From an optimization exercise on the open Yosys and OpenROAD flow, aimed at small area, a short achievable clock period and few clock cycles; shortcuts taken in it are not production practice. Where RTL was checked, it was by simulation tests only, not by an equivalence proof against the original. No functional check of the RTL was part of runs 1 and 6. Power is estimated from default activity; no workload was simulated.

==> flow/flow/run.sh <==
#!/bin/bash
export BUFFER_PORTS_ARGS="-buffer_cell sky130_fd_sc_hd__buf_1"
export CTS_ARGS="-sink_clustering_enable -repair_clock_nets -sink_clustering_size 16 -sink_clustering_max_diameter 60 -buf_list sky130_fd_sc_hd__clkbuf_8 -dont_use_dummy_load"
bash standard.sh > standard.log 2>&1
==> flow/standard.sh <==
#!/bin/bash
# synth_recipe.tcl (not shown) runs the flow's synth.tcl, then flattens the netlist and writes it again
# the make line also repeats each setting of config.mk as NAME=value (left out here)
make -C /OpenROAD-flow-scripts/flow DESIGN_CONFIG=/design/flow/config.mk WORK_HOME=/design/flow/orfs CLKGATE_MAP_FILE= SYNTH_SCRIPT=/design/flow/synth_recipe.tcl "${@:-finish}"
==> flow/config.mk <==
export PLATFORM = sky130hd
export DESIGN_NAME = fcb_bin
export DESIGN_NICKNAME = fcb_bin
export VERILOG_FILES = /design/flow/design.v
export SDC_FILE = /design/flow/constraint.sdc
export NUM_CORES = 4
export LEC_CHECK = 0
export CAP_MARGIN = 20
export CORE_MARGIN = 2
export CORE_UTILIZATION = 60
export CTS_BUF_LIST = sky130_fd_sc_hd__clkbuf_8
export CTS_CLUSTER_DIAMETER = 60
export CTS_CLUSTER_SIZE = 16
export SETUP_SLACK_MARGIN = 5
export SLEW_MARGIN = 20
==> flow/constraint.sdc <==
create_clock -name core_clock -period 8.0 [get_ports {clk}]
set_input_delay 1.6000 -clock core_clock [delete_from_list [all_inputs] [get_ports {clk}]]
set_output_delay 1.6000 -clock core_clock [all_outputs]
set_load 0.01 [all_outputs]
==> flow/design.v <==
module fcb_bin (
    input  wire        clk,
    input  wire        rst,
    input  wire [31:0] cfg_pre,
    input  wire [1:0]  cfg_pre_len,
    input  wire [1:0]  cfg_hdr_n,
    input  wire        cfg_hdr_be,
    input  wire [1:0]  cfg_len_idx,
    input  wire        cfg_ck_crc,
    input  wire [2:0]  cfg_ck_size,
    input  wire        cfg_ck_be,
    input  wire [15:0] cfg_qmax,
    input  wire        in_valid,
    input  wire [7:0]  in_data,
    output wire        in_ready,
    output reg         ev_valid,
    output reg  [1:0]  ev_type,
    output wire [31:0] ev_val,
    output wire [15:0] ev_calc,
    output wire [16:0] ev_len
);
    localparam [1:0] EV_MSG = 2'd0, EV_CKMIS = 2'd1, EV_LENERR = 2'd2, EV_OVF = 2'd3;
    localparam [1:0] S_SEARCH = 2'd0, S_HDR = 2'd1, S_PAY = 2'd2, S_TRL = 2'd3;
    reg [1:0]  q_k1;        
    reg [1:0]  q_n1;        
    reg [1:0]  q_m;         
    reg        q_hbe;
    reg [15:0] q_qmax;
    always @(posedge clk) begin
        q_m    <= cfg_hdr_n - cfg_len_idx;
        q_hbe  <= cfg_hdr_be;
        q_k1   <= cfg_pre_len;
        q_n1   <= cfg_hdr_n;
        q_qmax <= cfg_qmax;
    end
    wire [4:0] q_kh1 = {{1'b0, q_n1} + 3'd1, q_k1};    
    reg  [7:0]  sr [0:11];     
    reg  [1:0]  st;
    reg  [16:0] len;           
    reg         emp;           
    reg  [2:0]  pm;            
    reg  [15:0] mf;            
    wire [15:0] crc = {sr[9], sr[8]};
    reg  [31:0] w;
    reg         trl_mis;       
    assign ev_val  = w;
    assign ev_calc = crc;
    assign ev_len  = len;
    function [15:0] crc_byte(input [15:0] c, input [7:0] d);
        integer b;
        reg [15:0] t;
        begin
            t = c ^ {d, 8'h00};
            for (b = 0; b < 8; b = b + 1)
                t = t[15] ? ((t << 1) ^ 16'h1021) : (t << 1);
            crc_byte = t;
        end
    endfunction
    wire [16:0] len_n = emp ? 17'd1 : len + 17'd1;
    wire        ovf   = !emp && (len[15:0] == q_qmax);
    reg        rdy;            
    wire       take = in_valid & rdy;
    assign in_ready = rdy;
    reg        acc;            
    reg  [3:0] eq;             
    wire [7:0] cur = sr[0];
    reg mt;
    always @(*) begin
        case (q_k1)
            2'd0: mt = eq[0];
            2'd1: mt = pm[0] & eq[1];
            2'd2: mt = pm[1] & eq[2];
            default: mt = pm[2] & eq[3];
        endcase
    end
    wire [31:0] ps = w;
    wire        ps_zero = ~|ps[30:0];
    wire        rem_one = (w[15:0] == 16'd1) && ~|w[30:16];
    wire        trl_one = (w[18:16] == 3'd1);
    wire        trl_hi  = cfg_ck_be ^ w[16];           
    wire        trl_neq = cur != (trl_hi ? crc[15:8] : crc[7:0]);
    reg hdr_done;
    always @(*) begin
        case (q_n1)
            2'd0: hdr_done = mf[3];
            2'd1: hdr_done = mf[7];
            2'd2: hdr_done = mf[11];
            default: hdr_done = mf[15];
        endcase
    end
    reg fany;
    always @(*) begin
        case (q_n1)
            2'd0: fany = mt | (|mf[2:0]);
            2'd1: fany = mt | (|mf[6:0]);
            2'd2: fany = mt | (|mf[10:0]);
            default: fany = mt | (|mf[14:0]);
        endcase
    end
    reg  [1:0]  st_n;
    reg  [16:0] len_d;
    reg         emp_d;
    reg  [2:0]  pm_d;
    reg  [15:0] mf_d;
    reg         ev_d;
    reg  [1:0]  evt_d;
    reg         hold_w;        
    always @(*) begin
        st_n   = st;
        len_d  = len;
        emp_d  = emp;
        pm_d   = pm;
        mf_d   = mf;
        ev_d   = 1'b0;
        evt_d  = ev_type;
        hold_w = (st == S_PAY) || (st == S_TRL);
        if (acc) begin
            mf_d  = {mf[14:0], mt};
            pm_d  = {pm[1:0] & eq[2:1], eq[0]};
            len_d = len_n;
            emp_d = 1'b0;
            if (ovf) begin
                ev_d  = 1'b1;
                evt_d = EV_OVF;
                emp_d = 1'b1;
                pm_d  = 3'd0;
                mf_d  = 16'd0;
                st_n  = S_SEARCH;
                if (st == S_HDR && hdr_done)
                    hold_w = 1'b1;
            end else begin
                case (st)
                    S_SEARCH: if (mt) begin
                        len_d = {15'd0, q_k1} + 17'd1;
                        st_n  = S_HDR;
                    end
                    S_HDR: if (hdr_done) begin
                        hold_w = 1'b1;
                        if (ps[31]) begin
                            ev_d  = 1'b1;
                            evt_d = EV_LENERR;
                            if (fany) begin
                                len_d = 17'd0;
                                st_n  = S_HDR;
                            end else begin
                                len_d = {12'd0, q_kh1};
                                st_n  = S_SEARCH;
                            end
                        end else begin
                            len_d = {12'd0, q_kh1} + 17'd1;
                            if (!ps_zero)
                                st_n = S_PAY;
                            else if (cfg_ck_size != 3'd0)
                                st_n = S_TRL;
                            else begin
                                ev_d  = 1'b1;
                                evt_d = EV_MSG;
                                emp_d = 1'b1;
                                pm_d  = 3'd0;
                                mf_d  = 16'd0;
                                st_n  = S_SEARCH;
                            end
                        end
                    end
                    S_PAY: if (rem_one) begin
                        if (cfg_ck_size != 3'd0)
                            st_n = S_TRL;
                        else begin
                            ev_d  = 1'b1;
                            evt_d = EV_MSG;
                            emp_d = 1'b1;
                            pm_d  = 3'd0;
                            mf_d  = 16'd0;
                            st_n  = S_SEARCH;
                        end
                    end
                    default: if (trl_one) begin  
                        ev_d  = 1'b1;
                        evt_d = (cfg_ck_crc && (trl_mis || trl_neq)) ? EV_CKMIS : EV_MSG;
                        emp_d = 1'b1;
                        pm_d  = 3'd0;
                        mf_d  = 16'd0;
                        st_n  = S_SEARCH;
                    end
                endcase
            end
        end
    end
    reg c_done, c_other;
    always @(*) begin
        case (q_n1)
            2'd0: begin
                c_done  = mf[2] | mf[3];
                c_other = mt | mf[0] | mf[1] | (~acc & mf[2]) | (in_data == cfg_pre[8*q_k1 +: 8]);
            end
            2'd1: begin
                c_done  = mf[6] | mf[7];
                c_other = mt | (|mf[5:0]) | (~acc & mf[6]);
            end
            2'd2: begin
                c_done  = mf[10] | mf[11];
                c_other = mt | (|mf[9:0]) | (~acc & mf[10]);
            end
            default: begin
                c_done  = mf[14] | mf[15];
                c_other = mt | (|mf[13:0]) | (~acc & mf[14]);
            end
        endcase
    end
    wire stall_d = take & (st == S_HDR) & c_done & c_other;
    always @(posedge clk) begin
        if (st == S_TRL && acc)
            trl_mis <= trl_neq;
        if (acc && st == S_PAY) begin
            w[15:0] <= w[15:0] - 16'd1;
            if (rem_one)
                w[31:16] <= {13'd0, cfg_ck_size};
        end else if (acc && st == S_TRL) begin
            w[18:16] <= w[18:16] - 3'd1;
            if (trl_hi) w[15:8] <= cur;
            else        w[7:0]  <= cur;
        end else if (acc && st == S_HDR && hdr_done && !ovf && !ps[31] && ps_zero)
            w[31:16] <= {13'd0, cfg_ck_size};
        else if (take && !hold_w) begin
            case (q_m)
                2'd0: w <= q_hbe ? {w[23:0], in_data} : {in_data, w[31:8]};
                2'd1: w <= q_hbe ? {w[23:0], sr[3]}   : {sr[3], w[31:8]};
                2'd2: w <= q_hbe ? {w[23:0], sr[7]}   : {sr[7], w[31:8]};
                default: w <= q_hbe ? {w[23:0], sr[11]} : {sr[11], w[31:8]};
            endcase
        end
        if (rst) begin
            st       <= S_SEARCH;
            len      <= 17'd0;
            emp      <= 1'b1;
            pm       <= 3'd0;
            mf       <= 16'd0;
            ev_valid <= 1'b0;
            rdy      <= 1'b1;
        end else begin
            st       <= st_n;
            len      <= len_d;
            emp      <= emp_d;
            pm       <= pm_d;
            mf       <= mf_d;
            ev_valid <= ev_d;
            ev_type  <= evt_d;
            rdy      <= ~stall_d;
        end
    end
    integer i;
    always @(posedge clk) begin
        acc <= take & ~rst;
        for (i = 0; i < 4; i = i + 1)
            eq[i] <= (in_data == cfg_pre[8*i +: 8]);
        if (take) begin
            sr[0] <= in_data;
            for (i = 1; i < 12; i = i + 1)
                if (i != 8 && i != 9)
                    sr[i] <= sr[i-1];
        end
        if (st == S_PAY || st == S_TRL) begin
            if (acc && st == S_PAY)
                {sr[9], sr[8]} <= crc_byte(crc, cur);
        end else if (acc && st == S_HDR && hdr_done && !ps[31])
            {sr[9], sr[8]} <= 16'h0000;
        else if (take) begin
            sr[8] <= sr[7];
            sr[9] <= sr[8];
        end
    end
endmodule
==> results.toml, run 1 <==
[clock_tree]
clk_pin_slew_ns = 0.11
clock_path_buffers = 2
hold_buffers = 0
clock-root-buffer = "clkbuf_8"
worstSkewPairLatency_ns = 0.48
cts_tree = "yes"
htreeDepth = 4
clock_sinks = 200
cts_made_buffers = 17

[yosys]
yosysWarnings = 2
syn_inst = 853
avgSynthCellArea_um2 = 11.55
ys_async_sr_fraction = 0
syn-num-nets = 946
synthFlopType = "edfxtp_1"
syn_area_mm2 = 0.009848
synth_enable_flop_cells = 131
yosys-top-cells-area = "edfxtp_1 40%, dfxtp_1 14%, xor2_1 5.6%"
ys_ff_latch = 200
yosysTopAreaCellShare = 0.3994
synth_top_cell_by_area = "edfxtp_1"
ys_seq_area_frac = 0.5397
synth_cell_types = 76

[floorplan]
fp-row-count = 46
die_x_um = 132.1
core_mm2 = 0.01594
dieArea_mm2 = 0.01745
die_height_um = 132.1
io_pins = 140
start_util = 0.6177

[min_path]
min_path_type = "register to register"
hold_path.startpoint = "sr[1][5]$_DFFE_PP_"

[sta]
worst_slew_pin_slew_ns = 1.009
finalHoldViolations = 0
setup_viol = 0
rsz0062_at_grt = "yes"
finalCriticalPeriod_ns = 2.988
hold_ws_ns = 0.4079
tns_ns = 0
fmax_mhz = 334.7
finalClockSkew_ns = 0.04196
fin_crit_sh = 0.3735
relSlewSlack = 0.3271
slew_violations = 0

[critical_path]
crit_fanout = 6
cp-startpoint = "in_data[7]"
arrival_ns = 3.30
r2r-start = "w[16]$_DFFE_PP_"
crit_chain = "buf_12 > xor2_2 > nor4_4 > nand3_1 > mux4_2 > o311ai_2 > nand2_1"
slowest_delay_ns = 0.50
start_kind = "input port"
required_ns = 8.31
slowest_stage = "mux4_2"
r2r_cells = 8
crit_type = "input port to register"
r2r_setup_slack_ns = 5.16
cp-end-kind = "register"
r2r_end = "w[20]$_SDFFCE_PN0P_"
crit_end = "rdy$_SDFF_PP1_"

[pwr]
power_frac_seq = 0.623
p_clk_frac = 0.248
swShare = 0.2631
switchingPower_mw = 0.5216
p_int_mw = 1.461
p_leak_nw = 3.857
max-vdd-ir-drop_uv = 177.0
pwr-share-comb = 0.130
power.density_mw_per_mm2 = 181.6

[final_layout]
layout_commonest_cell = "buf_1"
fillCellCount = 1242
drive_above_1_share = 0.08821
layout.nets = 1070
fin_util = 0.6848
syn_to_final_growth_pct = 10.86
layout_common_cells = "135 x buf_1, 131 x edfxtp_1, 68 x dfxtp_1, 60 x xor2_1, 57 x nand2_1"
antenna_cells = 0

[global_route]
grt_overflow_total = 0
antenna_found_initial = 0
grt_pass1_wl_um = 39620
grt_pass1_vias = 6987
grt_max_degree = 82
track_usage = 0.2963

[detailed_routing]
vias_per_cell = 6.331
wl_per_cell_um = 21.67
num_vias = 7540
drc = 0
ant_nets = 0
first_pass_iters = 6
first_iter_violations = 875
routed_wl_um = 25810

[placement]
port_buffers = 139
hpwlAfterDp_um = 18740
gp_congestion = 0.9696

[job]
drv_cap = 0

[status]
status = "no timing/DRC/antenna violations"
[worst max-delay path: cells and delay by family]
family                    cells  cell delay (ns)
and+or+nand+nor               3             0.59
buffers and inverters         1             0.12
AOI/OAI and AO/OA             1             0.30
xor gates and xnor gates      1             0.18
muxes                         1             0.50
[sequential cells by signal (all words and copies together) (netlist names), 3 cells and up]
signal,flops
eq,4
len,17
mf,16
pm,3
q_qmax,16
sr,96
w,32
[layer usage]
metal	GRT usage	part of all wire	up-vias
met1	0.4384	0.44	3677
met2	0.4401	0.45	403
li1	-	-	3421
met5	0	0	-
met3	0.07459	0.093	39
met4	0.07488	0.019	0
[cells by family (layout without fill, tap and decap cells)]
| logic type | Yosys count | after routing | synth area share |
|---|---|---|---|
| AOI/OAI and AO/OA | 175 | 175 | 0.1287 |
| xor gates and xnor gates | 102 | 102 | 0.09071 |
| adders and majority gates | 22 | 22 | 0.02795 |
| buffers and inverters | 69 | 191 | 0.03265 |
| DFF | 200 | 200 | 0.5397 |
| muxes | 43 | 43 | 0.05768 |
| and+or+nand+nor | 242 | 242 | 0.1226 |
[synthesized netlist by cell type, types with 8 or more instances]
cell	instances
nor2_1	57
ha_1	22
a21oi_1	23
o21ai_0	37
xnor2_1	39
nor4_1	17
a22o_1	11
dfxtp_1	69
edfxtp_1	131
mux2i_1	32
xor2_1	63
nand2_1	60
o211ai_1	9
a31oi_1	8
mux4_2	11
clkbuf_1	26
inv_1	25
nor3_1	23
nand4_1	17
a211oi_1	10
nand3_1	24
[layout make-up]
class                           instances  area (um2)  share of cell area
Multi-Input combinational cell        584        4358              0.3992
Timing Repair Buffer                  149       641.9             0.05879
Inverter                               25       97.59            0.008939
Sequential cell                       200        5316              0.4869
Clock buffer                           17       234.0             0.02143
Tap cell                              216       270.3             0.02475
[power by group through the flow]
stage	logic, mW	clock network (mW)	registers, mW
after global routing	0.280	0.536	1.24
after CTS	0.247	0.500	1.23
after global placement	0.238	0	1.25
after detailed placement	0.242	0	1.26
final	0.257	0.491	1.23
after floorplan	0.164	0	1.23
[through the flow]
step	power, mW	std cells	setup WS [ns]	instance area, um2
detailed placement	1.498	1171	4.258	10500
floorplan	1.399	853	4.455	9906
CTS	1.979	1189	5.000	10790
global route	2.056	1191	4.965	10920
finish	1.982	1191	5.012	10920
global placement	1.491	1171	4.296	10500
[how the worst min path moves through the flow]
| stage | end | slack, ns | cells past startpoint |
|---|---|---|---|
| floorplan | sr[11][0]$_DFFE_PP_ | 0.40 | 0 |
| finish | sr[2][5]$_DFFE_PP_ | 0.41 | 0 |
| detailed placement | sr[11][1]$_DFFE_PP_ | 0.41 | 0 |
| CTS | sr[11][0]$_DFFE_PP_ | 0.41 | 0 |
| global route | sr[2][5]$_DFFE_PP_ | 0.41 | 0 |
| global placement | sr[6][6]$_DFFE_PP_ | 0.40 | 0 |
[timing repair]
| action | 4_1_cts | 5_1_grt |
|---|---|---|
| endpoints found under the setup margin | 49 | 53 |
| setup buffers | 1 | 2 |
| pin swaps | 2 | 10 |
| endpoints found under the hold margin | 0 | 0 |
| cloned | 0 | 0 |
| resized for setup | 16 | 22 |
==> run 2: changes to the inputs <==
--- a/flow/design.v
+++ b/flow/design.v
@@ -24,7 +24,7 @@
     reg [1:0]  q_k1;        
     reg [1:0]  q_n1;        
+    reg [4:0]  q_kh1;       
     reg [1:0]  q_m;         
     reg        q_hbe;
-    reg [15:0] q_qmax;
     always @(posedge clk) begin
         q_m    <= cfg_hdr_n - cfg_len_idx;
@@ -32,7 +32,6 @@
         q_k1   <= cfg_pre_len;
         q_n1   <= cfg_hdr_n;
-        q_qmax <= cfg_qmax;
-    end
-    wire [4:0] q_kh1 = {{1'b0, q_n1} + 3'd1, q_k1};    
+        q_kh1  <= {3'd0, cfg_pre_len} + {1'b0, cfg_hdr_n, 2'b00} + 5'd4;
+    end
     reg  [7:0]  sr [0:11];     
     reg  [1:0]  st;
@@ -58,5 +57,5 @@
     endfunction
     wire [16:0] len_n = emp ? 17'd1 : len + 17'd1;
-    wire        ovf   = !emp && (len[15:0] == q_qmax);
+    wire        ovf   = !emp && (len[15:0] == cfg_qmax);
     reg        rdy;            
     wire       take = in_valid & rdy;
==> flow/flow/run.sh (replaced) <==
#!/bin/bash
export BUFFER_PORTS_ARGS="-buffer_cell sky130_fd_sc_hd__buf_1"
export CTS_ARGS="-sink_clustering_enable -repair_clock_nets -sink_clustering_size 16 -sink_clustering_max_diameter 60 -buf_list sky130_fd_sc_hd__clkbuf_8 -dont_use_dummy_load"
export SETUP_SLACK_MARGIN=5.15
bash standard.sh > standard.log 2>&1
--- a/flow/config.mk
+++ b/flow/config.mk
@@ -12,4 +12,3 @@
 export CTS_CLUSTER_DIAMETER = 60
 export CTS_CLUSTER_SIZE = 16
-export SETUP_SLACK_MARGIN = 5
 export SLEW_MARGIN = 20
==> run 2 against run 1 <==
Compared with the run above:
- critical path type unchanged
- clock-buffer cell count did not move
- still clean on timing, DRC and antenna
- total power fell by 4.5%
- setup slack improved by 0.037 ns
- largest cell class unchanged
- non-clock buffer count rose by 16
- sequential power fell by 6%
==> results.toml, run 2 <==
[detailed_routing]
drc = 0
routed_wl_um = 25760
vias_per_cell = 6.374
num_vias = 7706
first_iter_violations = 700
ant_nets = 0
first_pass_iters = 5
wl_per_cell_um = 21.31

[floorplan]
io_pins = 140
start_util = 0.6084
die_height_um = 130.5
dieArea_mm2 = 0.01702
core_mm2 = 0.01577
die_x_um = 130.5
fp-row-count = 46

[yosys]
synth_enable_flop_cells = 131
ys_seq_area_frac = 0.5269
avgSynthCellArea_um2 = 11.23
ys_top_cells_by_count = "131 x edfxtp_1, 67 x nor2_1, 58 x nand2_1"
ys_ff_latch = 187
yosys-top-cells-area = "edfxtp_1 41%, dfxtp_1 12%, xor2_1 4.7%"
yosysWarnings = 2
syn_area_mm2 = 0.009594
synthFlopType = "edfxtp_1"
yosysTopAreaCellShare = 0.4100
ys_async_sr_fraction = 0
synth_top_cell_by_area = "edfxtp_1"
syn-num-nets = 943
synth.most_common_cell = "edfxtp_1"
synth_cell_types = 66
syn_inst = 854

[placement]
postPlaceCellArea_mm2 = 0.01037
placedCellCount = 1166
gp_congestion = 0.9741
hpwlAfterDp_um = 18040
port_buffers = 139
dp_slack_ns = 4.271

[sta]
fin_crit_sh = 0.3689
tns_ns = 0
finalCriticalPeriod_ns = 2.951
slew_violations = 0
worst_slew_pin_slew_ns = 1.039
fmax_mhz = 338.8
hold_ws_ns = 0.4084
finalHoldViolations = 0
finalClockSkew_ns = 0.04421
setup_viol = 0
rsz0062_at_grt = "yes"
finalWorstSetupSlack_ns = 5.049
relSlewSlack = 0.3072

[final_layout]
antenna_cells = 0
fillCellCount = 1201
layout_common_cells = "131 x edfxtp_1, 131 x buf_1, 56 x nor2_1, 55 x nand2_1, 55 x dfxtp_1"
largest_reg_flops = 96
regMostFlops = "sr"
syn_to_final_growth_pct = 15.60
final_area_mm2 = 0.01109
top_regs = "sr: 96 flops, w: 32 flops, len: 17 flops"
layout.nets = 1084
final_cells = 1209
drive_above_1_share = 0.1279
fin_util = 0.7033

[critical_path]
required_ns = 8.19
cp-end-kind = "register"
cp_top_family = "simple AND/OR/NAND/NOR gates"
crit_chain = "buf_1 > xnor2_1 > nand4_1 > nor4_4 > buf_4 > nand2_8 > a31oi_4 > nor3_4 > buf_12"
crit_type = "input port to register"
start_kind = "input port"
slowest_stage = "nor4_4"
arrival_ns = 3.15
crit_fanout = 13
slowest_delay_ns = 0.38
cp.buffers_inverters = 3

[global_route]
antenna_found_initial = 0
grt_pass1_wl_um = 38610
grt_overflow_total = 0
grt_pass1_vias = 7295
track_usage = 0.2980
grt_max_degree = 82

[clock_tree]
worstSkewPairLatency_ns = 0.47
hold_buffers = 0
clock_sinks = 187
clock-root-buffer = "clkbuf_8"
cts_made_buffers = 17
cts_tree = "yes"
htreeDepth = 4
clock_path_buffers = 2
clk_pin_slew_ns = 0.10

[job]
drv_cap = 0

[pwr]
p_leak_nw = 3.878
power.density_mw_per_mm2 = 170.7
total_power_mw = 1.893
max-vdd-ir-drop_uv = 146.6

[status]
status = "no timing/DRC/antenna violations"

[min_path]
min_path_type = "register to register"
run 2: cell types whose count changed in the layout (fill, tap and decap cells not counted), sizes merged, moves of 7 or more:
cell    delta
o21ai     -11
xor2      -11
xnor2      +9
a211oi     -7
dfxtp     -13
a21oi     +10
buf       +13
nand3      +7
nor2      +11
run 2: cell type report:
cell class / count / area [um2] / share of cell area
inverters: 24 / 93.84 / 0.008461
multi-input cells: 600 / 4642 / 0.4185
repair buffers: 165 / 794.5 / 0.07164
well taps: 216 / 270.3 / 0.02437
flip-flops and latches: 187 / 5056 / 0.4559
clock buffers: 17 / 234.0 / 0.02110
run 2: worst paths after layout:
| check | cells past startpoint | endpoint | slack [ns] | start |
|---|---|---|---|---|
| setup reg to reg | 8 | mf[10]$_SDFFE_PP0P_ | 5.15 | w[16]$_DFFE_PP_ |
| hold / removal | 0 | sr[7][4]$_DFFE_PP_ | 0.41 | sr[6][4]$_DFFE_PP_ |
| setup / recovery | 9 | w[31]$_SDFFCE_PN0P_ | 5.05 | cfg_qmax[1] |
| hold reg to reg | 0 | sr[7][4]$_DFFE_PP_ | 0.41 | sr[6][4]$_DFFE_PP_ |
run 2: repair_timing:
item | in CTS | in global routing
pin swaps | 7 | 18
cloned | 0 | 4
endpoints found under the setup margin | 104 | 104
setup buffers | 5 | 17
resized for setup | 27 | 48
run 2: kinds of logic (layout without fill, tap and decap cells):
kind of cell | after synthesis | in the layout | share of synthesized area
flip-flops | 187 | 187 | 0.5269
adder cells (fa/ha/maj) | 18 | 18 | 0.02347
buffers and inverters | 71 | 206 | 0.02973
XOR/XNOR | 100 | 100 | 0.09129
AND/OR/NAND/NOR | 258 | 260 | 0.1337
AO/OA/AOI/OAI | 173 | 175 | 0.1315
multiplexers | 47 | 47 | 0.06351
run 2: where the power goes:
group	total [mW]	leakage (nW)	internal [mW]	switching [mW]
clock network	0.476	0.122	0.188	0.288
registers	1.16	1.73	1.10	0.0695
logic	0.251	2.02	0.110	0.141
total	1.89	3.88	1.39	0.499
run 2: routing by layer:
metal	up-vias	share of wire	global-route usage
met2	373	0.51	0.5159
li1	3490	-	-
met1	3773	0.39	0.3800
met5	-	0	0
met3	70	0.070	0.05456
met4	0	0.031	0.1039
Testbench counts of run 2, summed over its fixed seeds: cycles 20,746.
==> run 3: changes to the inputs <==
==> flow/flow/run.sh (replaced) <==
#!/bin/bash
export BUFFER_PORTS_ARGS="-buffer_cell sky130_fd_sc_hd__buf_1"
export CTS_ARGS="-sink_clustering_enable -repair_clock_nets -sink_clustering_size 16 -sink_clustering_max_diameter 60 -buf_list sky130_fd_sc_hd__clkbuf_8 -dont_use_dummy_load"
bash standard.sh > standard.log 2>&1
--- a/flow/config.mk
+++ b/flow/config.mk
@@ -12,3 +12,4 @@
 export CTS_CLUSTER_DIAMETER = 60
 export CTS_CLUSTER_SIZE = 16
+export SETUP_SLACK_MARGIN = 5
 export SLEW_MARGIN = 20
==> run 3 against run 2 <==
Compared with the run above:
- still clean
- combinational power down 6%
- synthesized cell count unchanged
- non-clock buffer count down 19
- highest routed layer unchanged
==> results.toml, run 3 <==
[status]
status = "no timing/DRC/antenna violations"

[global_route]
grt_overflow_total = 0
track_usage = 0.2908
grt_pass1_wl_um = 37590
grt.busiest_layer = "met2"
grt_pass1_vias = 7063
grt_use_met3 = 0.04845
use_met2 = 0.5042
antenna_found_initial = 0
grt_max_degree = 82
met1_usage = 0.3769

[pwr]
max-vdd-ir-drop_uv = 215.6
power.density_mw_per_mm2 = 174.9
total_power_mw = 1.870
p_leak_nw = 3.707

[yosys]
ys_async_sr_fraction = 0
avgSynthCellArea_um2 = 11.23
yosys-top-cells-area = "edfxtp_1 41%, dfxtp_1 12%, xor2_1 4.7%"
yosysTopAreaCellShare = 0.4100
syn_area_mm2 = 0.009594
synthFlopType = "edfxtp_1"
synth_top_cell_by_area = "edfxtp_1"
synth_cell_types = 66
ys_seq_area_frac = 0.5269
yosysWarnings = 2
ys_top_cells_by_count = "131 x edfxtp_1, 67 x nor2_1, 58 x nand2_1"
synth.most_common_cell = "edfxtp_1"
ys_ff_latch = 187
syn-num-nets = 943
synth_enable_flop_cells = 131
syn_inst = 854

[critical_path]
crit_type = "input port to register"
r2r_setup_slack_ns = 5.08
arrival_ns = 3.33
crit_fanout = 19
required_ns = 8.32
cp-end-kind = "register"
start_kind = "input port"

[detailed_routing]
first_pass_iters = 5
first_iter_violations = 665
wl_per_cell_um = 20.82
routed_wl_um = 24720
num_vias = 7441
ant_nets = 0
vias_per_cell = 6.269
drc = 0

[final_layout]
layout_common_cells = "137 x buf_1, 131 x edfxtp_1, 63 x nor2_1, 55 x nand2_1, 55 x dfxtp_1"
top_regs = "sr: 96 flops, w: 32 flops, len: 17 flops"
layout.nets = 1061
layout_commonest_cell = "buf_1"
syn_to_final_growth_pct = 11.40
regMostFlops = "sr"
largest_reg_flops = 96
final_area_mm2 = 0.01069
drive_above_1_share = 0.08041

[sta]
hold_ws_ns = 0.4206
setup_viol = 0
rsz0062_at_grt = "yes"
fmax_mhz = 332.5
finalClockSkew_ns = 0.04098
slew_violations = 0
tns_ns = 0
fin_crit_sh = 0.3759
finalHoldViolations = 0
worst_slew_pin_slew_ns = 0.8307
relSlewSlack = 0.4462
finalCriticalPeriod_ns = 3.007

[floorplan]
die_x_um = 130.5
dieArea_mm2 = 0.01702
start_util = 0.6084
core_mm2 = 0.01577
io_pins = 140
fp-row-count = 46
die_height_um = 130.5

[min_path]
min_path_type = "register to register"

[placement]
postPlaceCellArea_mm2 = 0.01037
hpwlAfterDp_um = 17960
port_buffers = 139
gp_congestion = 0.9505

[clock_tree]
clock_path_buffers = 2
worstSkewPairLatency_ns = 0.45
clock_sinks = 187
htreeDepth = 4
cts_tree = "yes"
clock-root-buffer = "clkbuf_8"
cts_made_buffers = 17
clk_pin_slew_ns = 0.07

[job]
drv_cap = 0
==> run 3: cell counts after synthesis <==
No cell type changed its count.
==> run 3: layer usage <==
metal	wire, um	up-vias
met2	12580	327
li1	-	3446
met1	10090	3624
met5	0	-
met3	1463	44
met4	580	0
==> run 3: cells by family (layout without fill, tap and decap cells) <==
logic type | after synthesis | in the layout | share of synthesized area
AO/OA/AOI/OAI | 173 | 173 | 0.1315
XOR/XNOR | 100 | 100 | 0.09129
adder cells (fa/ha/maj) | 18 | 18 | 0.02347
buffers and inverters | 71 | 187 | 0.02973
flip-flops | 187 | 187 | 0.5269
multiplexers | 47 | 47 | 0.06351
other | 0 | 1 | 0
AND/OR/NAND/NOR | 258 | 258 | 0.1337
==> run 3: final cells by class <==
type	instances	area, um2
Fill cell	1291	5082
Sequential cell	187	5056
Multi-Input combinational cell	596	4438
Timing Repair Buffer	146	593.1
Tap cell	216	270.3
Clock buffer	17	234.0
Inverter	24	93.84
Antenna cell	1	2.502
==> run 3: final timing paths <==
kind | from | end | cells after the start
min reg2reg | sr[6][0]$_DFFE_PP_ | sr[7][0]$_DFFE_PP_ | 0
max reg2reg | w[2]$_DFFE_PP_ | pm[1]$_SDFFE_PP0P_ | 6
max | cfg_ck_size[2] | pm[1]$_SDFFE_PP0P_ | 6
min | sr[6][0]$_DFFE_PP_ | sr[7][0]$_DFFE_PP_ | 0
==> run 3: worst max-delay path, stage by stage <==
cell and delay (ns):
buf_1 0.11, or3_4 0.44, a21oi_2 0.14, or3b_1 0.37
o2111a_2 0.40, a32o_1 0.26
==> run 3: power by group <==
group | internal, mW | switching, mW
logic | 0.101 | 0.136
clock network | 0.189 | 0.283
registers | 1.10 | 0.0655
total | 1.38 | 0.485
==> run 3: metrics by stage <==
| step | setup WS, ns | utilization | instances |
|---|---|---|---|
| floorplan | 4.455 | - | 854 |
| global placement | 4.336 | 0.6574 | 1167 |
| detailed placement | 4.282 | 0.6574 | 1167 |
| CTS | 4.999 | 0.6753 | 1186 |
| global route | 4.950 | 0.6776 | 1186 |
| finish | 4.993 | 0.6777 | 1187 |
==> run 3: timing repair <==
action                     CTS  global route
setup endpoints to repair   67            62
hold buffers                 0             0
pin swaps                    3             1
resized for setup            9             7
setup buffers                2             0
==> run 4: changes to the inputs <==
--- a/flow/design.v
+++ b/flow/design.v
@@ -27,5 +27,7 @@
     reg [1:0]  q_m;         
     reg        q_hbe;
+    reg        q_cnz;       
     always @(posedge clk) begin
+        q_cnz  <= cfg_ck_size != 3'd0;
         q_m    <= cfg_hdr_n - cfg_len_idx;
         q_hbe  <= cfg_hdr_be;
@@ -150,5 +152,5 @@
                             if (!ps_zero)
                                 st_n = S_PAY;
-                            else if (cfg_ck_size != 3'd0)
+                            else if (q_cnz)
                                 st_n = S_TRL;
                             else begin
@@ -163,5 +165,5 @@
                     end
                     S_PAY: if (rem_one) begin
-                        if (cfg_ck_size != 3'd0)
+                        if (q_cnz)
                             st_n = S_TRL;
                         else begin
==> run 4 against run 3 <==
Compared with the run above:
- still clean
- cell count is 0.67% lower
- global-route usage rose by 0.60 points
- setup slack better by 0.085 ns
- via count rose by 0.55%
- non-clock buffer count is 6 higher
- final area up 0.22%
- core utilization is 0.15 points higher
- clock-buffer cell count is the same
- die area down 0.14%
- area after synthesis shrank 0.14%
- critical path type is now register to register
==> results.toml, run 4 <==
[sta]
rsz0062_at_grt = "no"
fin_crit_sh = 0.3653
finalClockSkew_ns = 0.03917
hold_ws_ns = 0.4167
finalWorstSetupSlack_ns = 5.077
relSlewSlack = 0.3348
tns_ns = 0
worst_slew_pin_slew_ns = 0.9978
finalCriticalPeriod_ns = 2.923
setup_viol = 0
fmax_mhz = 342.2
finalHoldViolations = 0
slew_violations = 0

[clock_tree]
clock_path_buffers = 2
clock_sinks = 188
cts_made_buffers = 17
hold_buffers = 0
worstSkewPairLatency_ns = 0.47
cts_tree = "yes"
clock-root-buffer = "clkbuf_8"
clk_pin_slew_ns = 0.11
htreeDepth = 4

[floorplan]
die_x_um = 130.4
start_util = 0.6075
core_mm2 = 0.01577
fp-row-count = 46
dieArea_mm2 = 0.01699
io_pins = 140
die_height_um = 130.4

[yosys]
syn_area_mm2 = 0.009580
yosysWarnings = 2
ys_async_sr_fraction = 0
ys_seq_area_frac = 0.5297
syn-num-nets = 926
ys_top_cells_by_count = "131 x edfxtp_1, 62 x nor2_1, 57 x dfxtp_1, 57 x xnor2_1, 44 x nand2_1"
yosysTopAreaCellShare = 0.4106
ys_ff_latch = 188
synth.most_common_cell = "edfxtp_1"
yosys-top-cells-area = "edfxtp_1 41%, dfxtp_1 12%, xnor2_1 5.2%"
synth_enable_flop_cells = 131
syn_inst = 837
avgSynthCellArea_um2 = 11.45
synthFlopType = "edfxtp_1"
synth_cell_types = 77
synth_top_cell_by_area = "edfxtp_1"

[min_path]
hold_depth = 0
hold_end = "sr[7][6]$_DFFE_PP_"
min_path_type = "register to register"
hold_path.startpoint = "sr[6][6]$_DFFE_PP_"

[placement]
gp_congestion = 0.9180
port_buffers = 139
dp_slack_ns = 4.090
postPlaceCellArea_mm2 = 0.01026
placedCellCount = 1150
hpwlAfterDp_um = 17630

[pwr]
p_leak_nw = 3.679
power.density_mw_per_mm2 = 177.8
switchingPower_mw = 0.5018
p_int_mw = 1.403
pwr-share-comb = 0.134
p_clk_frac = 0.254
swShare = 0.2635
total_power_mw = 1.904
max-vdd-ir-drop_uv = 129.2
power_frac_seq = 0.612

[global_route]
antenna_found_initial = 0
track_usage = 0.2968
grt_pass1_vias = 7035
grt_pass1_wl_um = 38180
grt_overflow_total = 0
grt_max_degree = 45

[final_layout]
layout_common_cells = "139 x buf_1, 131 x edfxtp_1, 58 x nor2_1, 57 x xnor2_1, 56 x dfxtp_1"
final_cells = 1179
layout_commonest_cell = "buf_1"
largest_reg_flops = 96
top_regs = "sr: 96 flops, w: 32 flops, len: 17 flops"
regMostFlops = "sr"
drive_above_1_share = 0.09034
antenna_cells = 0
layout.nets = 1054
syn_to_final_growth_pct = 11.81
fin_util = 0.6792
final_area_mm2 = 0.01071
fillCellCount = 1237

[critical_path]
cp-end-kind = "register"
arrival_ns = 3.08
r2r_end = "w[23]$_SDFFCE_PN0P_"
slowest_delay_ns = 0.49
start_kind = "register"
critical_path_depth = 9
crit_fanout = 13
required_ns = 8.15
crit_chain = "inv_1 > ha_1 > nor4b_1 > and4_2 > and3_2 > nand2_1 > or3_4 > a31oi_4 > buf_12"
cp.buffers_inverters = 2
r2r-start = "w[16]$_DFFE_PP_"
cp_top_family = "simple AND/OR/NAND/NOR gates"
slowest_stage = "edfxtp_1"
r2r_setup_slack_ns = 5.08
r2r_cells = 9
crit_type = "register to register"

[detailed_routing]
ant_nets = 0
first_iter_violations = 794
wl_per_cell_um = 21.28
routed_wl_um = 25100
num_vias = 7482
vias_per_cell = 6.346
first_pass_iters = 5
drc = 0

[status]
status = "no timing/DRC/antenna violations"

[job]
drv_cap = 0
-- run 4: layout make-up --
class | instances | area [um2] | share of cell area
Tap cell | 216 | 270.3 | 0.02523
Timing Repair Buffer | 152 | 681.9 | 0.06366
Inverter | 24 | 90.09 | 0.008410
Sequential cell | 188 | 5076 | 0.4739
Clock buffer | 17 | 234.0 | 0.02184
Multi-Input combinational cell | 582 | 4359 | 0.4070
-- run 4: per-layer routing --
| layer | GRT usage | wire (um) | part of all wire | vias up |
|---|---|---|---|---|
| met1 | 0.4117 | 10650 | 0.42 | 3663 |
| met3 | 0.05904 | 1707 | 0.068 | 58 |
| li1 | - | - | - | 3393 |
| met2 | 0.4641 | 11980 | 0.48 | 368 |
| met5 | 0 | 0 | 0 | - |
| met4 | 0.1195 | 755 | 0.030 | 0 |
-- run 4: how the worst max path moves through the flow --
stage / from / endpoint / slack (ns)
finish: w[16]$_DFFE_PP_ / w[23]$_SDFFCE_PN0P_ / 5.08
CTS: w[31]$_SDFFCE_PN0P_ / ev_val[31] / 5.01
global placement: in_valid / w[11]$_DFFE_PP_ / 4.17
floorplan: cfg_qmax[7] / w[19]$_SDFFCE_PN0P_ / 4.65
global route: st[0]$_SDFFE_PP0P_ / w[30]$_SDFFCE_PN0P_ / 5.01
detailed placement: in_valid / w[20]$_SDFFCE_PN0P_ / 4.09
-- run 4: kinds of logic (layout without fill, tap and decap cells) --
group,count (synthesis),after routing,synth area share
muxes,50,50,0.06674
DFF,188,188,0.5297
and+or+nand+nor,245,247,0.1360
xor gates and xnor gates,96,96,0.08776
buffers and inverters,69,193,0.02886
adders and majority gates,18,18,0.02351
AOI/OAI and AO/OA,171,171,0.1275
-- run 4: repair_timing --
item / in CTS / in global routing
endpoints found under the setup margin: 83 / 70
gates cloned: 2 / 0
buffers inserted: 3 / 7
resized for setup: 11 / 9
endpoints found under the hold margin: 0 / 0
pin swaps: 3 / 1
-- run 4: worst reg2reg max path, stage by stage, from the launching register on --
cell	delay (ns)
edfxtp_1	0.49
inv_1	0.18
ha_1	0.20
nor4b_1	0.21
and4_2	0.33
and3_2	0.28
nand2_1	0.12
or3_4	0.44
a31oi_4	0.20
buf_12	0.17
-- run 4: power groups by stage --
stage / clock [mW] / combinational [mW] / sequential [mW]
6_report: 0.483 / 0.256 / 1.17
5_1_grt: 0.525 / 0.276 / 1.17
4_1_cts: 0.488 / 0.243 / 1.17
3_5_place_dp: 0 / 0.234 / 1.19
3_3_place_gp: 0 / 0.229 / 1.19
2_1_floorplan: 0 / 0.162 / 1.17
Testbench counts of run 4, summed over its fixed seeds: cycles 20,746.
==> run 5: changes to the inputs <==
--- a/flow/design.v
+++ b/flow/design.v
@@ -28,5 +28,7 @@
     reg        q_hbe;
     reg        q_cnz;       
+    reg        q_cbe;
     always @(posedge clk) begin
+        q_cbe  <= cfg_ck_be;
         q_cnz  <= cfg_ck_size != 3'd0;
         q_m    <= cfg_hdr_n - cfg_len_idx;
@@ -79,5 +81,5 @@
     wire        rem_one = (w[15:0] == 16'd1) && ~|w[30:16];
     wire        trl_one = (w[18:16] == 3'd1);
-    wire        trl_hi  = cfg_ck_be ^ w[16];           
+    wire        trl_hi  = q_cbe ^ w[16];           
     wire        trl_neq = cur != (trl_hi ? crc[15:8] : crc[7:0]);
     reg hdr_done;
@@ -142,5 +144,5 @@
                             evt_d = EV_LENERR;
                             if (fany) begin
-                                len_d = 17'd0;
+                                len_d = {15'd0, q_k1} + 17'd1;
                                 st_n  = S_HDR;
                             end else begin
==> run 5 against run 4 <==
Compared with the run above:
- sequential cell count up 1
- area after synthesis is 0.12% lower
- clock power fell by 1%
- die area is 0.11% lower
- maximum frequency is 1.2% lower
- combinational power shrank 7%
- routed wire length decreased by 5.1%
- critical path depth is 1 lower
- via count is 4.4% lower
- critical endpoint is now len[0]$_SDFFE_PP0P_
- largest cell class unchanged
==> results.toml, run 5 <==
[job]
drv_cap = 0

[floorplan]
start_util = 0.6090
die_height_um = 130.3
die_x_um = 130.3
core_mm2 = 0.01571
fp-row-count = 46
io_pins = 140
dieArea_mm2 = 0.01697

[yosys]
yosys-top-cells-area = "edfxtp_1 41%, dfxtp_1 12%, xor2_1 5.1%"
syn_area_mm2 = 0.009569
synth_xor_area_frac = 0.09610
synth_simple_gate_area_share = 0.1270
yosys.area_share.adder = 0.02354
ys_top_cells_by_count = "131 x edfxtp_1, 77 x nor2_1, 58 x dfxtp_1"
ys_async_sr_fraction = 0
synth_compound_area_frac = 0.1297
avgSynthCellArea_um2 = 11.60
synthFlopType = "edfxtp_1"
synth_top_family_by_area = "compound AO/OA/AOI/OAI gates"
yosysWarnings = 2
synth_enable_flop_cells = 131
synth_top_cell_by_area = "edfxtp_1"
yosysTopAreaCellShare = 0.4111
ys_ff_latch = 189
syn-num-nets = 914
post_synth_mux_area_share = 0.06145
synth.most_common_cell = "edfxtp_1"
synth_cell_types = 83
syn_inst = 825
ys_seq_area_frac = 0.5324

[clock_tree]
cts_made_buffers = 17
worstSkewPairLatency_ns = 0.47
clock-root-buffer = "clkbuf_8"
clock_sinks = 189
htreeDepth = 4
cts_tree = "yes"
clock_path_buffers = 2
clk_pin_slew_ns = 0.12

[final_layout]
largest_reg_flops = 96
layout.nets = 1044
top_regs = "sr: 96 flops, w: 32 flops, len: 17 flops"
antenna_cells = 0
layout_common_cells = "137 x buf_1, 131 x edfxtp_1, 76 x nor2_1, 57 x dfxtp_1, 56 x xor2_1"
drive_above_1_share = 0.09339
syn_to_final_growth_pct = 11.38
regMostFlops = "sr"
layout_commonest_cell = "buf_1"
fin_util = 0.6783
final_area_mm2 = 0.01066

[global_route]
antenna_found_initial = 0
grt_pass1_vias = 6895
grt_max_degree = 82
grt_pass1_wl_um = 36400
track_usage = 0.2821
grt_overflow_total = 0

[detailed_routing]
num_vias = 7153
ant_nets = 0
routed_wl_um = 23810
first_pass_iters = 6
wl_per_cell_um = 20.37
vias_per_cell = 6.119
first_iter_violations = 645
drc = 0

[sta]
rsz0062_at_grt = "no"
fmax_mhz = 338.2
finalHoldViolations = 0
tns_ns = 0
slew_violations = 0
fin_crit_sh = 0.3697
finalClockSkew_ns = 0.05662
worst_slew_pin_slew_ns = 1.016
relSlewSlack = 0.3226
setup_viol = 0
finalCriticalPeriod_ns = 2.957

[placement]
port_buffers = 139
hpwlAfterDp_um = 17410
gp_congestion = 0.9044
postPlaceCellArea_mm2 = 0.01029

[critical_path]
slowest_stage = "nor4_1"
r2r_cells = 8
start_kind = "input port"
cp-end-kind = "register"
crit_chain = "buf_1 > xor2_1 > nor4_1 > nand3_2 > buf_4 > or2_4 > a41oi_1 > a311oi_2"
required_ns = 8.31
crit_fanout = 11
arrival_ns = 3.27
crit_type = "input port to register"
slowest_delay_ns = 0.36

[pwr]
total_power_mw = 1.884
p_leak_nw = 3.777
power.density_mw_per_mm2 = 176.8
max-vdd-ir-drop_uv = 145.1

[min_path]
hold_depth = 0
min_path_type = "register to register"

[status]
status = "no timing/DRC/antenna violations"
[run 5: changes by cell type after synthesis, sizes merged, moves of 6 or more]
cell	before	now
nor3b	7	0
nor2	63	78
a31oi	19	8
xor2	39	56
nor3	20	14
and3	1	7
nor4	12	18
nand3	33	27
xnor2	57	49
[run 5: final timing paths]
path,from,to,slack (ns)
max reg2reg,w[16]$_DFFE_PP_,w[16]$_DFFE_PP_,5.20
min,sr[5][3]$_DFFE_PP_,sr[6][3]$_DFFE_PP_,0.41
min reg2reg,sr[5][3]$_DFFE_PP_,sr[6][3]$_DFFE_PP_,0.41
max,cfg_qmax[0],len[0]$_SDFFE_PP0P_,5.04
[run 5: cell type report]
cell class,instances,area [um2]
well taps,216,270.3
clock buffers,17,234.0
repair buffers,154,665.6
flip-flops and latches,189,5096
fillers,1248,5055
multi-input cells,569,4298
inverters,24,93.84
[run 5: cells by family (layout without fill, tap and decap cells)]
logic type | Yosys count | in the layout
simple gates | 235 | 235
flops | 189 | 189
compound gates | 166 | 166
xor+xnor | 105 | 105
buf+inv | 67 | 195
mux | 45 | 45
fa+ha+maj | 18 | 18
[run 5: where the power goes]
| part | internal (mW) | switching (mW) | total, mW |
|---|---|---|---|
| Clock | 0.188 | 0.289 | 0.477 |
| Combinational | 0.104 | 0.133 | 0.237 |
| Sequential | 1.10 | 0.0646 | 1.17 |
| Total | 1.40 | 0.486 | 1.88 |
[run 5: metrics by stage]
| stage | setup slack, ns | instances | hold slack, ns |
|---|---|---|---|
| after floorplan | 4.452 | 825 | 0.4003 |
| after global placement | 4.429 | 1144 | 0.4024 |
| after detailed placement | 4.349 | 1144 | 0.4045 |
| after CTS | 5.020 | 1165 | 0.4068 |
| after global routing | 4.989 | 1169 | 0.4087 |
| final | 5.043 | 1169 | 0.4065 |
[run 5: timing repair]
item,in CTS,in global routing
hold buffers,0,0
pin swaps,4,2
gates resized for setup,5,5
setup buffers,4,4
endpoints found under the setup margin,63,24
[run 5: metal layers]
layer	up-vias	GRT usage	share of wire
met5	-	0	0
met2	267	0.4740	0.50
met1	3530	0.3702	0.41
li1	3310	-	-
met3	46	0.04838	0.056
met4	0	0.1044	0.027
[run 5: critical path, delay by kind of cell]
kind / cells / cell delay, ns
AND/OR/NAND/NOR: 3 / 0.88
XOR/XNOR: 1 / 0.13
buffers and inverters: 2 / 0.28
AO/OA/AOI/OAI: 2 / 0.37
Testbench counts of run 5, summed over its fixed seeds: cycles 20,746.
==> run 6: changes to the inputs <==
--- a/flow/design.v
+++ b/flow/design.v
@@ -24,5 +24,4 @@
     reg [1:0]  q_k1;        
     reg [1:0]  q_n1;        
-    reg [4:0]  q_kh1;       
     reg [1:0]  q_m;         
     reg        q_hbe;
@@ -36,6 +35,6 @@
         q_k1   <= cfg_pre_len;
         q_n1   <= cfg_hdr_n;
-        q_kh1  <= {3'd0, cfg_pre_len} + {1'b0, cfg_hdr_n, 2'b00} + 5'd4;
-    end
+    end
+    wire [4:0] q_kh1 = {{1'b0, q_n1} + 3'd1, q_k1};    
     reg  [7:0]  sr [0:11];     
     reg  [1:0]  st;
==> run 6 against run 5 <==
Compared with the run above:
- clock-buffer cell count unchanged
- sequential share of layout area shrank 2.1 points
- non-clock buffer count grew 23
- sequential power is essentially flat
- die area shrank 1.7%
- routed wire length increased by 3.9%
- register-to-register slack got worse by 0.20 ns
- largest power group unchanged
- core utilization increased by 4.4 points
- critical path type unchanged
- worst hold slack improved by 0.012 ns
- maximum frequency shrank 6.5%
- setup slack got worse by 0.21 ns
- global-route usage grew 0.71 points
==> results.toml, run 6 <==
[floorplan]
fp-row-count = 45
die_height_um = 129.2
die_x_um = 129.2
io_pins = 140
dieArea_mm2 = 0.01668
start_util = 0.6160
core_mm2 = 0.01526

[clock_tree]
clock-root-buffer = "clkbuf_8"
htreeDepth = 4
hold_buffers = 0
cts_made_buffers = 17
clk_pin_slew_ns = 0.11
clock_path_buffers = 2
cts_tree = "yes"
worstSkewPairLatency_ns = 0.47
clock_sinks = 186

[detailed_routing]
first_pass_iters = 7
routed_wl_um = 24730
wl_per_cell_um = 20.78
first_iter_violations = 609
drc = 0
vias_per_cell = 6.145
ant_nets = 0
num_vias = 7313

[critical_path]
r2r_setup_slack_ns = 5.00
r2r_cells = 11
required_ns = 8.32
start_kind = "input port"
cp-end-kind = "register"
arrival_ns = 3.48
r2r-start = "q_n1[0]$_DFF_P_"
r2r_end = "w[31]$_SDFFCE_PN0P_"
crit_type = "input port to register"
crit_fanout = 6

[yosys]
synthFlopType = "edfxtp_1"
yosysTopAreaCellShare = 0.4185
ys_async_sr_fraction = 0
synth_top_cell_by_area = "edfxtp_1"
ys_ff_latch = 186
syn_inst = 826
yosysWarnings = 2
syn-num-nets = 919
avgSynthCellArea_um2 = 11.38
synth_enable_flop_cells = 131
syn_area_mm2 = 0.009399
synth.most_common_cell = "edfxtp_1"
yosys-top-cells-area = "edfxtp_1 42%, dfxtp_1 12%, xor2_1 5.7%"
ys_seq_area_frac = 0.5357
synth_cell_types = 71
ys_top_cells_by_count = "131 x edfxtp_1, 64 x nor2_1, 61 x xor2_1"

[sta]
setup_viol = 0
finalClockSkew_ns = 0.04159
finalWorstSetupSlack_ns = 4.836
tns_ns = 0
relSlewSlack = 0.3304
worst_slew_pin_slew_ns = 1.004
finalCriticalPeriod_ns = 3.164
finalHoldViolations = 0
fin_crit_sh = 0.3954
fmax_mhz = 316.1
slew_violations = 0
rsz0062_at_grt = "yes"

[final_layout]
regMostFlops = "sr"
layout.nets = 1074
syn_to_final_growth_pct = 17.28
top_regs = "sr: 96 flops, w: 32 flops, len: 17 flops"
largest_reg_flops = 96
layout_common_cells = "132 x buf_1, 131 x edfxtp_1, 60 x xor2_1, 54 x nand2_1, 53 x dfxtp_1"
final_area_mm2 = 0.01102
drive_above_1_share = 0.1450
layout_commonest_cell = "buf_1"
antenna_cells = 0

[placement]
gp_congestion = 0.8918
postPlaceCellArea_mm2 = 0.01020
dp_slack_ns = 4.233
hpwlAfterDp_um = 16490
port_buffers = 139

[pwr]
p_leak_nw = 3.935
max-vdd-ir-drop_uv = 139.6
power.density_mw_per_mm2 = 168.8

[global_route]
antenna_found_initial = 0
grt_pass1_wl_um = 36880
grt_max_degree = 82
grt_pass1_vias = 6812
grt_overflow_total = 0
track_usage = 0.2892

[min_path]
hold_end = "sr[11][2]$_DFFE_PP_"
min_path_type = "register to register"
hold_depth = 0
hold_path.startpoint = "sr[10][2]$_DFFE_PP_"

[job]
drv_cap = 0

[status]
status = "no timing/DRC/antenna violations"
run 6: final cells by class:
type                            instances  area, um2
Tap cell                              211      264.0
Multi-Input combinational cell        578       4481
Fill cell                            1094       4235
Inverter                               21      82.58
Clock buffer                           17      234.0
Timing Repair Buffer                  177      922.1
Sequential cell                       186       5040
run 6: what timing repair did:
item | in CTS | in global routing
cloned | 2 | 3
gates resized for setup | 37 | 33
buffers inserted | 15 | 19
hold endpoints to repair | 0 | 0
endpoints found under the setup margin | 87 | 92
pin swaps | 23 | 21
run 6: worst max path at each step:
stage	slack [ns]	cells past startpoint	endpoint	start
4_1_cts	4.79	8	w[16]$_DFFE_PP_	cfg_qmax[5]
3_3_place_gp	4.31	8	rdy$_SDFF_PP1_	in_data[1]
3_5_place_dp	4.23	8	rdy$_SDFF_PP1_	in_data[1]
6_report	4.84	9	st[0]$_SDFFE_PP0P_	cfg_qmax[10]
2_1_floorplan	4.46	4	sr[8][0]$_DFFE_PP_	in_valid
5_1_grt	4.78	8	w[16]$_DFFE_PP_	cfg_qmax[10]
run 6: logic make-up (layout without fill, tap and decap cells):
group,Yosys count,in the layout,synth area share
adders and majority gates,22,22,0.02929
and+or+nand+nor,244,247,0.1317
DFF,186,186,0.5357
muxes,43,43,0.06070
xor gates and xnor gates,106,106,0.09878
AOI/OAI and AO/OA,159,160,0.1166
buffers and inverters,66,215,0.02729
run 6: per-stage QoR:
| stage | hold WS (ns) | util | power, mW | instances |
|---|---|---|---|---|
| 2_1_floorplan | 0.4003 | - | 1.297 | 826 |
| 5_1_grt | 0.4263 | 0.7224 | 1.932 | 1190 |
| 3_3_place_gp | 0.4012 | 0.6681 | 1.377 | 1134 |
| 4_1_cts | 0.4071 | 0.7018 | 1.853 | 1168 |
| 3_5_place_dp | 0.4052 | 0.6682 | 1.382 | 1134 |
| 6_report | 0.4188 | 0.7224 | 1.861 | 1190 |
run 6: worst max-delay path: stages:
cell,delay [ns]
buf_1,0.08
xor2_1,0.13
nor4_1,0.28
nand3_1,0.14
or4_4,0.50
buf_4,0.17
buf_6,0.13
nor3b_1,0.15
a32o_1,0.29
run 6: routing by layer:
layer | global-route usage | part of all wire
met2 | 0.4851 | 0.50
met4 | 0.1183 | 0.031
met1 | 0.3726 | 0.41
met5 | 0 | 0
met3 | 0.05409 | 0.058
run 6: power by group:
part           switching, mW  internal, mW
clock network          0.280         0.188
registers             0.0568          1.09
logic                  0.138         0.111
==> run 7: changes to the inputs <==
--- a/flow/design.v
+++ b/flow/design.v
@@ -24,4 +24,5 @@
     reg [1:0]  q_k1;        
     reg [1:0]  q_n1;        
+    reg [4:0]  q_kh1;       
     reg [1:0]  q_m;         
     reg        q_hbe;
@@ -35,6 +36,6 @@
         q_k1   <= cfg_pre_len;
         q_n1   <= cfg_hdr_n;
-    end
-    wire [4:0] q_kh1 = {{1'b0, q_n1} + 3'd1, q_k1};    
+        q_kh1  <= {3'd0, cfg_pre_len} + {1'b0, cfg_hdr_n, 2'b00} + 5'd4;
+    end
     reg  [7:0]  sr [0:11];     
     reg  [1:0]  st;
==> flow/run.sh (new file) <==
#!/bin/bash
# synth_recipe.tcl (not shown) runs the flow's synth.tcl, then flattens the netlist and writes it again
# the make line also repeats each setting of config.mk as NAME=value (left out here)
make -C /OpenROAD-flow-scripts/flow DESIGN_CONFIG=/design/flow/config.mk WORK_HOME=/design/flow/orfs CLKGATE_MAP_FILE= SYNTH_SCRIPT=/design/flow/synth_recipe.tcl finish
removed: flow/flow/run.sh
removed: flow/standard.sh
==> run 7 against run 6 <==
Compared with the run above:
- clock power is 46% higher
- routed wire length is 6.5% higher
- still clean
- clock-buffer cell count stayed put
- via count is 3.9% higher
- critical path depth is 2 lower
- sequential power hardly changed
- register-to-register slack better by 0.18 ns
- non-clock buffer count is 35 higher
- clock skew is 0.020 ns lower
- highest routed layer is now met5
- first-iteration DRC count is 13% higher
- global-route usage is 2.2 points higher
- core utilization is 5.3 points higher
==> results.toml, run 7 <==
[status]
status = "no timing/DRC/antenna violations"

[detailed_routing]
vias_per_cell = 6.108
ant_nets = 0
routed_wl_um = 26330
drc = 0
first_iter_violations = 690
wl_per_cell_um = 21.17
first_pass_iters = 5
num_vias = 7598

[final_layout]
fin_util = 0.7758
largest_reg_flops = 96
final_area_mm2 = 0.01219
top_regs = "sr: 96 flops, w: 32 flops, len: 17 flops"
drive_above_1_share = 0.1870
regMostFlops = "sr"
layout_common_cells = "131 x edfxtp_1, 77 x dlygate4sd2_1, 74 x nor2_1, 65 x buf_4, 56 x xor2_1"
layout.nets = 1103
fillCellCount = 1039
final_cells = 1244
layout_commonest_cell = "edfxtp_1"
syn_to_final_growth_pct = 27.38

[clock_tree]
cts_tree = "yes"
htreeDepth = 4
clk_pin_slew_ns = 0.12
clock_path_buffers = 2
clock_sinks = 189
worstSkewPairLatency_ns = 0.49
cts_made_buffers = 17
hold_buffers = 0
clock-root-buffer = "clkbuf_8"

[critical_path]
critical_path_depth = 7
crit_fanout = 9
required_ns = 8.44
cp-startpoint = "rst"
crit_end = "mf[10]$_SDFFE_PP0P_"
crit_type = "input port to register"
arrival_ns = 3.46
start_kind = "input port"
slowest_stage = "clkdlybuf4s50_1"
r2r_end = "w[16]$_DFFE_PP_"
r2r_setup_slack_ns = 5.18
cp_top_family = "buffers and inverters"
slowest_delay_ns = 0.59
r2r_cells = 7
r2r-start = "w[19]$_SDFFCE_PN0P_"
cp-end-kind = "register"
crit_chain = "clkdlybuf4s50_1 > nor2_2 > nand2_1 > a311oi_4 > buf_6 > clkbuf_16 > a22o_1"
cp.buffers_inverters = 3

[sta]
fin_crit_sh = 0.3780
finalCriticalPeriod_ns = 3.024
tns_ns = 0
hold_ws_ns = 0.4293
setup_viol = 0
slew_violations = 0
worst_slew_pin_slew_ns = 1.011
finalClockSkew_ns = 0.02133
rsz0062_at_grt = "no"
relSlewSlack = 0.3257
finalWorstSetupSlack_ns = 4.976
fmax_mhz = 330.7
finalHoldViolations = 0

[global_route]
grt_pass1_wl_um = 39510
antenna_found_initial = 2
grt_pass1_vias = 7304
grt_max_degree = 52
grt_overflow_total = 0
track_usage = 0.3116

[pwr]
total_power_mw = 2.157
switchingPower_mw = 0.6199
p_int_mw = 1.537
power_frac_seq = 0.532
max-vdd-ir-drop_uv = 160.0
swShare = 0.2874
p_leak_nw = 4.732
p_clk_frac = 0.316
pwr-share-comb = 0.151
power.density_mw_per_mm2 = 177.0

[floorplan]
fp-row-count = 46
die_x_um = 130.3
die_height_um = 130.3
core_mm2 = 0.01571
io_pins = 140
start_util = 0.6090
dieArea_mm2 = 0.01697

[yosys]
ys_async_sr_fraction = 0
syn_area_mm2 = 0.009569
yosysWarnings = 2
synth.most_common_cell = "edfxtp_1"
syn_inst = 825
ys_top_cells_by_count = "131 x edfxtp_1, 77 x nor2_1, 58 x dfxtp_1"
syn-num-nets = 914
yosysTopAreaCellShare = 0.4111
synth_enable_flop_cells = 131
synth_cell_types = 83
yosys-top-cells-area = "edfxtp_1 41%, dfxtp_1 12%, xor2_1 5.1%"
ys_seq_area_frac = 0.5324
synthFlopType = "edfxtp_1"
avgSynthCellArea_um2 = 11.60
synth_top_cell_by_area = "edfxtp_1"
ys_ff_latch = 189

[placement]
dp_slack_ns = 3.932
placedCellCount = 1144
hpwlAfterDp_um = 17720
gp_congestion = 0.9271
port_buffers = 139
postPlaceCellArea_mm2 = 0.01116

[min_path]
min_path_type = "register to register"

[job]
drv_cap = 0
## run 7: cell count changes after synthesis, sizes merged, moves of 5 or more
cell,previous run,this run
nor3,22,14
a2bb2oi,0,8
o21ai,39,25
xor2,61,56
a21o,0,8
nand2,59,47
nor2,65,78
or4,6,1
and2,6,1
## run 7: what timing repair did
action | 4_1_cts | 5_1_grt
pin swaps | 11 | 15
cloned | 1 | 2
endpoints found under the setup margin | 210 | 99
gates resized for setup | 124 | 26
setup buffers | 55 | 9
## run 7: per-layer routing
metal  GRT usage  part of all wire
met4      0.1208             0.028
met2      0.5199              0.50
met1      0.4004              0.39
met5           0           0.00076
met3     0.06806             0.075
## run 7: power groups by stage
stage	Clock [mW]	Combinational [mW]	Sequential (mW)
after floorplan	0	0.161	1.17
after global placement	0	0.270	1.19
after detailed placement	0	0.277	1.19
after CTS	0.684	0.317	1.15
after global routing	0.720	0.350	1.15
final	0.682	0.327	1.15
## run 7: cells by family after synthesis
| family | after synthesis | synth area share |
|---|---|---|
| and+or+nand+nor | 235 | 0.1270 |
| muxes | 45 | 0.06145 |
| adders and majority gates | 18 | 0.02354 |
| buffers and inverters | 67 | 0.02981 |
| DFF | 189 | 0.5324 |
| AOI/OAI and AO/OA | 166 | 0.1297 |
| xor gates and xnor gates | 105 | 0.09610 |
## run 7: final cells by class
type | instances | area (um2) | share of cell area
Timing Repair Buffer | 212 | 1902 | 0.1560
Tap cell | 216 | 270.3 | 0.02217
Clock buffer | 17 | 234.0 | 0.01920
Multi-Input combinational cell | 569 | 4352 | 0.3570
Timing Repair inverter | 1 | 5.005 | 0.0004106
Clock inverter | 15 | 197.7 | 0.01622
Inverter | 24 | 93.84 | 0.007699
Antenna cell | 1 | 2.502 | 0.0002053
Sequential cell | 189 | 5132 | 0.4211
## run 7: how the worst min path moves through the flow
stage,cells past startpoint,slack (ns),from,endpoint
2_1_floorplan,0,0.40,sr[10][0]$_DFFE_PP_,sr[11][0]$_DFFE_PP_
3_3_place_gp,0,0.40,sr[1][7]$_DFFE_PP_,sr[2][7]$_DFFE_PP_
3_5_place_dp,0,0.41,sr[5][5]$_DFFE_PP_,sr[6][5]$_DFFE_PP_
4_1_cts,0,0.43,sr[5][5]$_DFFE_PP_,sr[6][5]$_DFFE_PP_
5_1_grt,0,0.43,sr[5][5]$_DFFE_PP_,sr[6][5]$_DFFE_PP_
6_report,0,0.43,sr[6][1]$_DFFE_PP_,sr[7][1]$_DFFE_PP_
## run 7: worst reg2reg max path, delay by kind of cell (launching register included)
family | cells | cell delay, ns
simple gates | 3 | 1.17
compound gates | 3 | 0.74
flops | 1 | 0.43
buf+inv | 1 | 0.17
Testbench counts of run 7, summed over its fixed seeds: cycles 20,746.
==> run 8: changes to the inputs <==
==> flow/flow/run.sh (new file) <==
#!/bin/bash
export BUFFER_PORTS_ARGS="-buffer_cell sky130_fd_sc_hd__buf_1"
export CTS_ARGS="-sink_clustering_enable -repair_clock_nets -sink_clustering_size 20 -sink_clustering_max_diameter 50 -buf_list sky130_fd_sc_hd__clkbuf_8 -dont_use_dummy_load"
bash standard.sh > standard.log 2>&1
==> flow/standard.sh (new file) <==
#!/bin/bash
# synth_recipe.tcl (not shown) runs the flow's synth.tcl, then flattens the netlist and writes it again
# the make line also repeats each setting of config.mk as NAME=value (left out here)
make -C /OpenROAD-flow-scripts/flow DESIGN_CONFIG=/design/flow/config.mk WORK_HOME=/design/flow/orfs CLKGATE_MAP_FILE= SYNTH_SCRIPT=/design/flow/synth_recipe.tcl "${@:-finish}"
--- a/flow/config.mk
+++ b/flow/config.mk
@@ -10,6 +10,6 @@
 export CORE_UTILIZATION = 60
 export CTS_BUF_LIST = sky130_fd_sc_hd__clkbuf_8
-export CTS_CLUSTER_DIAMETER = 60
-export CTS_CLUSTER_SIZE = 16
+export CTS_CLUSTER_DIAMETER = 50
+export CTS_CLUSTER_SIZE = 20
 export SETUP_SLACK_MARGIN = 5
 export SLEW_MARGIN = 20
removed: flow/run.sh
==> run 8 against run 7 <==
Compared with the run above:
- synthesized cell count is the same
- critical path depth grew 1
- routed wire length shrank 9.6%
- total power shrank 13%
- setup slack gained 0.067 ns
- highest routed layer is now met4
- sequential share of layout area grew 5.7 points
- register-to-register slack gained 0.02 ns
- still clean
- cell count shrank 6.0%
==> results.toml, run 8 <==
[yosys]
ys_ff_latch = 189
synth_top_cell_by_area = "edfxtp_1"
yosysTopAreaCellShare = 0.4111
synth_enable_flop_cells = 131
synthFlopType = "edfxtp_1"
yosysWarnings = 2
synth_cell_types = 83
ys_seq_area_frac = 0.5324
yosys-top-cells-area = "edfxtp_1 41%, dfxtp_1 12%, xor2_1 5.1%"
syn_area_mm2 = 0.009569
syn-num-nets = 914

[global_route]
grt.busiest_layer = "met2"
track_usage = 0.2821
grt_max_degree = 82
antenna_found_initial = 0
grt_pass1_vias = 6895
use_met2 = 0.4740
grt_pass1_wl_um = 36400
grt_use_met3 = 0.04838

[pwr]
p_leak_nw = 3.777
total_power_mw = 1.884
power.density_mw_per_mm2 = 176.8

[critical_path]
arrival_ns = 3.27
r2r_cells = 8
crit_fanout = 11
start_kind = "input port"
required_ns = 8.31
crit_type = "input port to register"

[detailed_routing]
first_iter_violations = 645
routed_wl_um = 23810
num_vias = 7153
first_pass_iters = 6

[floorplan]
die_x_um = 130.3
die_height_um = 130.3
start_util = 0.6090
fp-row-count = 46
core_mm2 = 0.01571
io_pins = 140

[final_layout]
antenna_cells = 0
fillCellCount = 1248
final_area_mm2 = 0.01066
multi_input_area_mm2 = 0.004298
largest_reg_flops = 96
fin_util = 0.6783
final_cells = 1169
syn_to_final_growth_pct = 11.38
regMostFlops = "sr"
layout_common_cells = "137 x buf_1, 131 x edfxtp_1, 76 x nor2_1, 57 x dfxtp_1, 56 x xor2_1"
layout.nets = 1044
layout_commonest_cell = "buf_1"
top_regs = "sr: 96 flops, w: 32 flops, len: 17 flops"
seqCellArea_mm2 = 0.005096

[clock_tree]
worstSkewPairLatency_ns = 0.47
clock-root-buffer = "clkbuf_8"
cts_made_buffers = 17
hold_buffers = 0

[placement]
hpwlAfterDp_um = 17410
port_buffers = 139
dp_slack_ns = 4.349
gp_congestion = 0.9044
postPlaceCellArea_mm2 = 0.01029

[sta]
finalCriticalPeriod_ns = 2.957
setup_viol = 0
fmax_mhz = 338.2
rsz0062_at_grt = "no"
tns_ns = 0
relSlewSlack = 0.3226
finalClockSkew_ns = 0.05662

[status]
status = "no timing/DRC/antenna violations"

[min_path]
hold_depth = 0

[job]
drv_cap = 0
-- run 8: cell counts after synthesis --
Identical to the previous run, type by type.
-- run 8: worst max-delay path, cell delays in order --
cell      delay [ns]
buf_1           0.08
xor2_1          0.13
nor4_1          0.36
nand3_2         0.20
buf_4           0.20
or2_4           0.32
a41oi_1         0.25
a311oi_2        0.12
-- run 8: area by class of cell --
type,instances,area share
timing repair buffer,154,0.06246
clock buffer,17,0.02195
multi-input combinational,569,0.4033
tap,216,0.02536
sequential,189,0.4782
inverter,24,0.008805
-- run 8: worst paths after layout --
check	from	endpoint	slack, ns
max reg2reg	w[16]$_DFFE_PP_	w[16]$_DFFE_PP_	5.20
min reg2reg	sr[5][3]$_DFFE_PP_	sr[6][3]$_DFFE_PP_	0.41
min	sr[5][3]$_DFFE_PP_	sr[6][3]$_DFFE_PP_	0.41
max	cfg_qmax[0]	len[0]$_SDFFE_PP0P_	5.04
-- run 8: cell families (layout without fill, tap and decap cells) --
| group | count (synthesis) | in the layout | synth area share |
|---|---|---|---|
| AOI/OAI and AO/OA | 166 | 166 | 0.1297 |
| adders and majority gates | 18 | 18 | 0.02354 |
| buffers and inverters | 67 | 195 | 0.02981 |
| muxes | 45 | 45 | 0.06145 |
| DFF | 189 | 189 | 0.5324 |
| xor gates and xnor gates | 105 | 105 | 0.09610 |
| and+or+nand+nor | 235 | 235 | 0.1270 |
-- run 8: per-layer routing --
| metal | vias to the layer above | wire length [um] |
|---|---|---|
| met1 | 3530 | 9830 |
| met4 | 0 | 637 |
| met2 | 267 | 12000 |
| met5 | - | 0 |
| li1 | 3310 | - |
| met3 | 46 | 1343 |
-- run 8: report_power, final --
group / switching (mW) / internal [mW]
combinational: 0.133 / 0.104
sequential: 0.0646 / 1.10
clock: 0.289 / 0.188
-- run 8: repair_timing --
item                       4_1_cts  5_1_grt
buffers inserted                 4        4
pin swaps                        4        2
setup endpoints to repair       63       24
gates resized for setup          5        5
cloned                           0        0

Setup slack of run 8, layout unchanged: 5.043 ns with ideal ports, 5.062 ns with driving cells assumed (clock clkbuf_16, inputs buf_2), 4.574 ns with port delays also shifted by the 0.488 ns mid clock arrival.
